This design comes from an exercise in tuning for small area on the open sky130 flow, not from production work.
Only simulation tests tie the RTL to the original design; equivalence was not proved.
Power is estimated from default activity; no workload was simulated.

job 2888:
Design dcpu16_core, start of the top module:
module dcpu16_core (
    input  wire        clk,
    input  wire        rst,
    output reg         mem_req,
    output reg         mem_we,
    output wire [15:0] mem_addr,
    output wire [15:0] mem_wdata,
    input  wire        mem_ack,
    input  wire [15:0] mem_rdata,
    output wire        halted
);
Size in the first run: roughly 290 flip-flops.
clock: 10.0 ns
lec_check: 0
abc_area: 1
cap_margin: 30
core_margin: 2
core_utilization: 30
cts_buf_list: sky130_fd_sc_hd__clkbuf_4
cts_cluster_diameter: 45
cts_cluster_size: 10
gpl_timing_driven: 0
slew_margin: 30
standard.sh (not shown) runs the stock make flow with config.mk's settings and CLKGATE_MAP_FILE= SYNTH_SCRIPT=/design/flow/synth_recipe.tcl, a recipe that flattens the netlist after the stock synthesis.
==> flow/flow/run.sh <==
#!/bin/bash
# The standard layout (the standard.sh: standard synthesis, ORFS from
# floorplan to finish), except that:
#  - the input and output ports are buffered with the platform's smallest
#    buffer, sky130_fd_sc_hd__buf_1 (every port still gets its own buffer);
#  - clock tree synthesis adds no dummy loads to the clock nets.
set -euo pipefail
export BUFFER_PORTS_ARGS="-buffer_cell sky130_fd_sc_hd__buf_1"
export CTS_ARGS="-sink_clustering_enable -repair_clock_nets -sink_clustering_size 10 -sink_clustering_max_diameter 45 -buf_list sky130_fd_sc_hd__clkbuf_4 -dont_use_dummy_load"
bash standard.sh > standard.log 2>&1
Modified inputs, job 5117 compared to job 2888
Settings: changing CORE_UTILIZATION from 30 to 40.
-- flow/flow/run.sh --
<<< job 2888, line 6
>>> job 5117, line 6
#  - the buffers ABC inserted during synthesis are removed at floorplan
#    (ORFS's REMOVE_ABC_BUFFERS); the resizer re-buffers where needed;
<<< job 2888, line 9
>>> job 5117, line 11
export REMOVE_ABC_BUFFERS=1
Results
- Job 5117 went all the way through synthesis, placement and routing and the layout is clean on timing, DRC and antenna.
- Job 5117 vs. job 2888: total half-perimeter wirelength after legalization and detailed placement went down by 12%.
- Relative to job 2888, worst hold slack across all endpoints increased by 0.016 ns in job 5117.
- For die height, dividing the value from job 5117 by the value from job 2888 gives 0.869.
- Job 5117 ended with less transition time at the pin with the least slew margin than job 2888.
- Job 2888 consumes more power than job 5117.
- Job 5117 ends up with higher largest fanout on the critical path than job 2888 does.
Input-level comparison between job 3841 and job 5117:
Settings: swapping 10 for 14 in CTS_CLUSTER_SIZE; swapping 40 for 30 in CORE_UTILIZATION; swapping 45 for 60 in CTS_CLUSTER_DIAMETER; swapping sky130_fd_sc_hd__clkbuf_4 for sky130_fd_sc_hd__clkbuf_8 in CTS_BUF_LIST.
==> flow/flow/run.sh <==
#!/bin/bash
# The standard layout (the standard.sh: standard synthesis, ORFS from
# floorplan to finish), except that the input and output ports are buffered
# with the platform's smallest buffer, sky130_fd_sc_hd__buf_1, instead of the
# buffer_ports default. Every port still gets its own buffer.
set -euo pipefail
export BUFFER_PORTS_ARGS="-buffer_cell sky130_fd_sc_hd__buf_1"
bash standard.sh > standard.log 2>&1
==> run notes <==
- Met3 routing resource usage after global routing in job 3841 vs job 5117: down 0.71 points
- Ratio of final minimum period to clock period in job 3841 vs job 5117: down 14 points
- Diff job 5117 -> job 3841: wire length after detailed routing up about 9%, power density normalized to cell area up about 4%, reported sequential group power flat.
- In the reports for job 3841 and job 5117, the larger utilization after layout belongs to job 5117.
- Comparing job 3841 and job 5117, number of cells on the worst reg-to-reg path is higher on job 3841.
- Worst path required time sits higher in job 3841 than in job 5117.
- Against job 5117, area taken by multi-input logic gates in job 3841 fell slightly.
Modified inputs, job 6927 compared to job 3841
==> flow/run.sh (new file) <==
#!/bin/bash
# synth_recipe.tcl (not shown) runs the flow's synth.tcl, then flattens the netlist and writes it again
# the make line also repeats each setting of config.mk as NAME=value (left out here)
make -C /OpenROAD-flow-scripts/flow DESIGN_CONFIG=/design/flow/config.mk WORK_HOME=/design/flow/orfs CLKGATE_MAP_FILE= SYNTH_SCRIPT=/design/flow/synth_recipe.tcl finish
removed: flow/flow/run.sh
removed: flow/standard.sh
--- outcome ---
- Job 6927 | stages: all done | timing, DRC, antenna: all pass
- On final worst setup slack, job 6927 does worse than job 3841.
- Compared with job 3841, job 6927 shows average vias per placed instance higher by 0.44%.
- Relative to job 3841, final weighted congestion in routability-driven placement decreased by 0.013 in job 6927.
- Summary of job 6927 over job 3841: power in sequential cells comparable, global-route usage now smaller, finished layout cell area now larger, maximum frequency now smaller, ratio of final minimum period to clock period now larger.
- | relative contribution of sequential cells to total power | higher: job 3841 |
- For job 3841, the last element of the critical path was state[1], unlike job 6927, where it was state[0].
Input-level comparison between job 2124 and job 6927:
Settings: SLEW_MARGIN changed from 30 to 20; CTS_CLUSTER_DIAMETER changed from 60 to 45; CTS_CLUSTER_SIZE changed from 14 to 10; CORE_UTILIZATION changed from 30 to 40; CTS_BUF_LIST changed from sky130_fd_sc_hd__clkbuf_8 to sky130_fd_sc_hd__clkbuf_4; CAP_MARGIN changed from 30 to 20.
==> flow/flow/run.sh (new file) <==
#!/bin/bash
# The standard layout (the standard.sh: standard synthesis, ORFS from
# floorplan to finish), except that:
#  - the input and output ports are buffered with the platform's smallest
#    buffer, sky130_fd_sc_hd__buf_1 (every port still gets its own buffer);
#  - clock tree synthesis adds no dummy loads to the clock nets.
set -euo pipefail
export BUFFER_PORTS_ARGS="-buffer_cell sky130_fd_sc_hd__buf_1"
export CTS_ARGS="-sink_clustering_enable -repair_clock_nets -sink_clustering_size 10 -sink_clustering_max_diameter 45 -buf_list sky130_fd_sc_hd__clkbuf_4 -dont_use_dummy_load"
bash standard.sh > standard.log 2>&1
==> flow/standard.sh (new file) <==
#!/bin/bash
# synth_recipe.tcl (not shown) runs the flow's synth.tcl, then flattens the netlist and writes it again
# the make line also repeats each setting of config.mk as NAME=value (left out here)
make -C /OpenROAD-flow-scripts/flow DESIGN_CONFIG=/design/flow/config.mk WORK_HOME=/design/flow/orfs CLKGATE_MAP_FILE= SYNTH_SCRIPT=/design/flow/synth_recipe.tcl "${@:-finish}"
removed: flow/run.sh
Results
Total clock buffers created by CTS (job 2124 over job 6927): increase, about 40%. Looking at cell leakage power across both flows, job 2124 is the stronger of the two, with job 6927 trailing. [compare] base=job 6927 new=job 2124: path length in cells of the critical path shrank by 1; fraction of layout instances using a drive strength above 1 closely matched the old numbers; share of the final layout cell area in multi-input gates increased by 1.9 points relative to the old numbers. Against job 6927, last weighted congestion value of the routability-driven placer in job 2124 rose by a few percent. On routed wire length, job 2124 tracks job 6927 almost exactly.
--- input diff job 2124..job 6650 ---
Settings: SLEW_MARGIN: 20 -> 30; CAP_MARGIN: 20 -> 30.
## What came out
Job 6650 can be clocked faster than job 2124. On smallest setup slack after layout, job 2124 loses to job 6650. Where post-route minimum period is concerned, job 2124 is outperformed by job 6650. Between job 2124 and job 6650, the power does not differ in any meaningful way. | reported leakage power | job 6650 vs job 2124 | better |. The via total after detailed routing on job 2124 is in line with that on job 6650. For cell count after placement, job 6650 and job 2124 come out practically identical.

[re-timing with driven ports]
No port has a modelled driver above. Below, the same layouts with a new extraction and two added sets of constraints. Step 1, drivers: a clkbuf_16 drives clk and a buf_2 each remaining input, both assumed. Step 2 adds t to the input delays and takes it off the output delays; t is the mean of the earliest and latest rising clock arrival at the registers after step 1. Input paths then give back, and output paths get back, about the clock's delay inside the block. Slacks: ideal / step 1 / step 2; pairs: ideal / step 1.
run	t, ns	setup slack, ns	cell pins on the clock port's net
job 2888	0.701	2.083 / 2.109 / 1.408	1
job 5117	0.697	0.685 / 0.708 / 0.011	1
job 3841	0.688	2.091 / 2.117 / 1.429	1
job 6927	0.685	1.912 / 1.936 / 1.250	1
job 2124	0.710	1.541 / 1.567 / 0.857	1
job 6650	0.683	1.641 / 1.666 / 0.983	1
After both steps setup and hold are still met in every run listed. For job 2124, which loses most, drivers alone change the setup slack by +0.026 ns; drivers and shift together by -0.684 ns.
